Background: an optimization exercise with open tools, aiming at small area, a short achievable clock period and few clock cycles. Do not read the settings as production practice. The RTL was checked by simulation tests, not by an equivalence proof against the original design. Power is estimated from default activity; no workload was simulated.

==> branch cedar <==
Design quic_walk, start of the top module:
module quic_walk (
    input  wire        clk,
    input  wire        rst,
    input  wire        in_valid,
    output wire        in_ready,
    input  wire [31:0] in_data,
    input  wire [2:0]  in_cnt,
    input  wire        in_last,
    output wire        frm_valid,
    output wire [3:0]  frm_kind,
    output wire [7:0]  frm_tag,
    output wire [15:0] frm_off,
    output wire [15:0] frm_len,
    output wire        done_valid,
    output wire [7:0]  done_status,
    output wire [7:0]  done_cause,
    output wire [15:0] done_nfrm,
    output wire [15:0] done_nbytes
);
export LEC_CHECK = 0
export ABC_AREA = 1
export CAP_MARGIN = 20
export CORE_MARGIN = 2
export CORE_UTILIZATION = 50
export CTS_BUF_LIST = sky130_fd_sc_hd__clkbuf_8
export PLACE_DENSITY = 0.6
export SETUP_SLACK_MARGIN = 3.5
export SLEW_MARGIN = 20
create_clock -name core_clock -period 8.0 [get_ports {clk}]
standard.sh (not shown) runs the stock make flow with config.mk's settings and CLKGATE_MAP_FILE= SYNTH_SCRIPT=/design/flow/synth_recipe.tcl, a recipe that flattens the netlist after the stock synthesis.
==> flow/flow/run.sh <==
#!/bin/bash
# The standard layout (the standard.sh, all steps), with the port buffers
# that buffer_ports inserts made plain sky130_fd_sc_hd__buf_1 cells: every
# input and output port still gets its own buffer. The full output of make and
# of the DEF export goes to flow_make.log; ORFS keeps each step's own log
# under orfs/logs/.
set -euo pipefail
export BUFFER_PORTS_ARGS="-buffer_cell sky130_fd_sc_hd__buf_1"
bash standard.sh > flow_make.log 2>&1
==> branch ember (differences from branch cedar) <==
--- a/flow/design.v
+++ b/flow/design.v
@@ -170,15 +170,14 @@
     wire [4:0] str_step = STR_TAB[5*{st[1:0], t[3:0]} +: 5];
     wire [4:0] ack_step = ACK_TAB[5*{st[1:0], t[4:0]} +: 5];
     wire [3:0] d0_min   = D0_TAB[4*t[3:0] +: 4];
     wire [4:0] h_step   = t_ack ? ack_step : t_cc ? (in_x1 ? 5'd2 : 5'd1) : str_step;
     wire h_past = (t[3:2] != 2'd0) || t[1] || (in_x1 && t[0]);
     wire [7:0] a_nts = ftag[4] ? hold2 : hold1;
     wire       ts_c  = (a_nts != 8'd0);
-    wire [8:0] a_nts1 = {1'b0, a_nts} + {8'd0, ts_c};    
     reg        b_big;
     always @* begin
         case (bs)
             B_DL:    b_big = (hold1 != 8'd0) || (hold2[7:2] != 6'd0);
             B_NBS:   b_big = ftag[1] ? (hold1 != 8'd0) : (hold1[7:1] != 7'd0);
             B_NB:    b_big = (hold1[7:2] != 6'd0);
             B_TS2:   b_big = (a_nts[7:1] != 7'd0);
@@ -219,23 +218,24 @@
     reg [7:0]   d_status;
     reg [7:0]   d_cause;
     reg [2:0]   st_n;
     reg [2:0]   bs_n;
     reg [16:0]  cur_n;
     reg         pv_n;
     reg [16:0]  opnd;        
+    reg         cy;
     reg         set_start;   
     reg         hold1_ld;
     reg         hold2_ld;
     reg [2:0]   ui_n;
     reg         u_step;
     reg         u_init;
     reg         e_ld;
     reg [1:0]   e_n;
-    wire [16:0] sum = cur + opnd;
+    wire [16:0] sum = cur + opnd + {16'd0, cy};
     wire        x2_end = in_x1 ? kh[2] : kh[3];
     wire [2:0]  x2_nx  = in_x1 ? {kh[2] | kh[3], kh[0] | kh[1], kh[1] | kh[3]}
                                : {kh[3], kh[1] | kh[2], kh[0] | kh[2]};
     wire        d0_here = (t[3:2] == 2'd0) &&
                           ((kh[0] && t[1:0] != 2'd3) || (kh[1] && !t[1]) || (kh[2] && t[1:0] == 2'd0));
     wire        tag_rel = (kh[0] && brel[0]) || (kh[1] && brel[1]) || (kh[2] && brel[2]) || kh[3];
     always @* begin
@@ -243,14 +243,15 @@
         fin       = 1'b0;
         d_status  = 8'h00;
         d_cause   = 8'h00;
         st_n      = st;
         bs_n      = bs;
         pv_n      = pv;
         opnd      = 17'd0;
+        cy        = 1'b0;
         cur_n     = cur;
         set_start = 1'b0;
         hold1_ld  = 1'b0;
         hold2_ld  = 1'b0;
         ui_n      = ui;
         u_step    = 1'b0;
         u_init    = 1'b0;
@@ -258,16 +259,16 @@
         e_n       = E_RESV;
         case (st)
             S_B: begin
                 case (bs)
                     B_DL:    opnd = {1'b0, hold1, hold2};
                     B_NBS:   opnd = ftag[1] ? {7'd0, hold1, 2'b00} : {8'd0, hold1, 1'b0};
                     B_NB:    opnd = {9'd0, hold1};
-                    B_TS2:   opnd = {8'd0, a_nts, ts_c};
-                    default: opnd = {8'd0, a_nts1};
+                    B_TS2:   begin opnd = {8'd0, a_nts, 1'b0}; cy = ts_c; end
+                    default: begin opnd = {9'd0, a_nts};       cy = ts_c; end
                 endcase
                 cur_n = sum;
                 rel   = bv && !bl && (!at_beat || b_big) && (ftag != 8'h02);
                 case (bs)
                     B_NBS:   bs_n = (ftag[1:0] == 2'b00) ? B_TS2 : B_NB;
                     B_NB:    bs_n = B_TS2;
                     B_TS2:   bs_n = B_TS1;
CORE_UTILIZATION = 60   (was 50)
PLACE_DENSITY = 0.7   (was 0.6)
SETUP_SLACK_MARGIN = 3.0   (was 3.5)
==> qor summary <==
|  | branch ember | branch cedar |
|---|---|---|
| RSZ-0062 raised after global routing | no | yes |
| Result of the run | complete, no violations | complete, no violations |
| Share of the final layout cell area in sequential cells | 0.296 | 0.281 |
| Worst clock skew on the final layout | 0.0193 ns | 0.0185 ns |
| Clock slew seen by the registers of the worst setup and hold paths | 0.11 ns | 0.10 ns |
| Max transition margin | 0.222 | 0.313 |
| Internal power consumption | 1940 uW | 1340 uW |
| Multi-input logic portion of the cell area | 0.520 | 0.510 |
| Area taken by flip-flops and latches | 3810 sq um | 3830 sq um |
| Endpoint arrival time on the critical path | 3.25 ns | 2.99 ns |
| Critical R2R Capture | cur[14] | cur[13] |
| Compound-gate portion of the synthesized area | 0.181 | 0.186 |
| Highest attainable clock frequency | 0.206 GHz | 0.218 GHz |
| Avg WL per Cell | 18.5 um | 18.9 um |
| Met3 routing resource usage after global routing | 0.0879 | 0.0493 |
| Design area | 12,900 sq um | 13,600 sq um |
| Post-synth top area share | 0.223 | 0.226 |
| Grt met1 use | 0.521 | 0.458 |
| Power after layout | 4240 uW | 2280 uW |
| DRT Wirelength | 38,000 um | 39,600 um |
| Syn Inst Count | 1,647 | 1,619 |
| Layout buffer count excluding clock buffers | 154 | 207 |
| Worst setup slack after placement | 2.33 ns | 2.65 ns |
| Pleak | 0.00573 uW | 0.00607 uW |
| Routed metal-1 wire length | 16,000 um | 17,500 um |
| Final Worst Setup Slack | 3.15 ns | 3.41 ns |
| Clock Network Area Fraction | 0.0307 | 0.0288 |
Testbench counts of branch cedar, summed over its fixed seeds: cycles 13,226.
Testbench counts of branch ember, summed over its fixed seeds: cycles 13,226.

[separate check: timing with driven ports]
The flow's constraints put no driver on any port. The routed layouts listed below were extracted and timed again, unchanged, in two steps.
Step 1: set_driving_cell puts a clkbuf_16 on clk and a buf_2 on each other input, an assumption about the parent block.
Step 2, shift: input delay + t, output delay - t, t = (earliest + latest rising clock arrival at the registers) / 2. This alone moves slack from input paths to output paths.
Three values: ideal ports, drivers, drivers and shift; two values: the first two.
run | shift t [ns] | setup slack, ns | latest minus earliest clock arrival (ns) | slew at the worst register clock pin (ns) | pins driven straight from the clock port
branch cedar | 0.506 | 3.407 / 3.363 / 3.659 | 0.018 / 0.018 | 0.11 / 0.11 | 1
branch ember | 0.522 | 3.148 / 3.105 / 3.398 | 0.019 / 0.019 | 0.11 / 0.11 | 1
After both steps setup and hold are still met in every run listed.
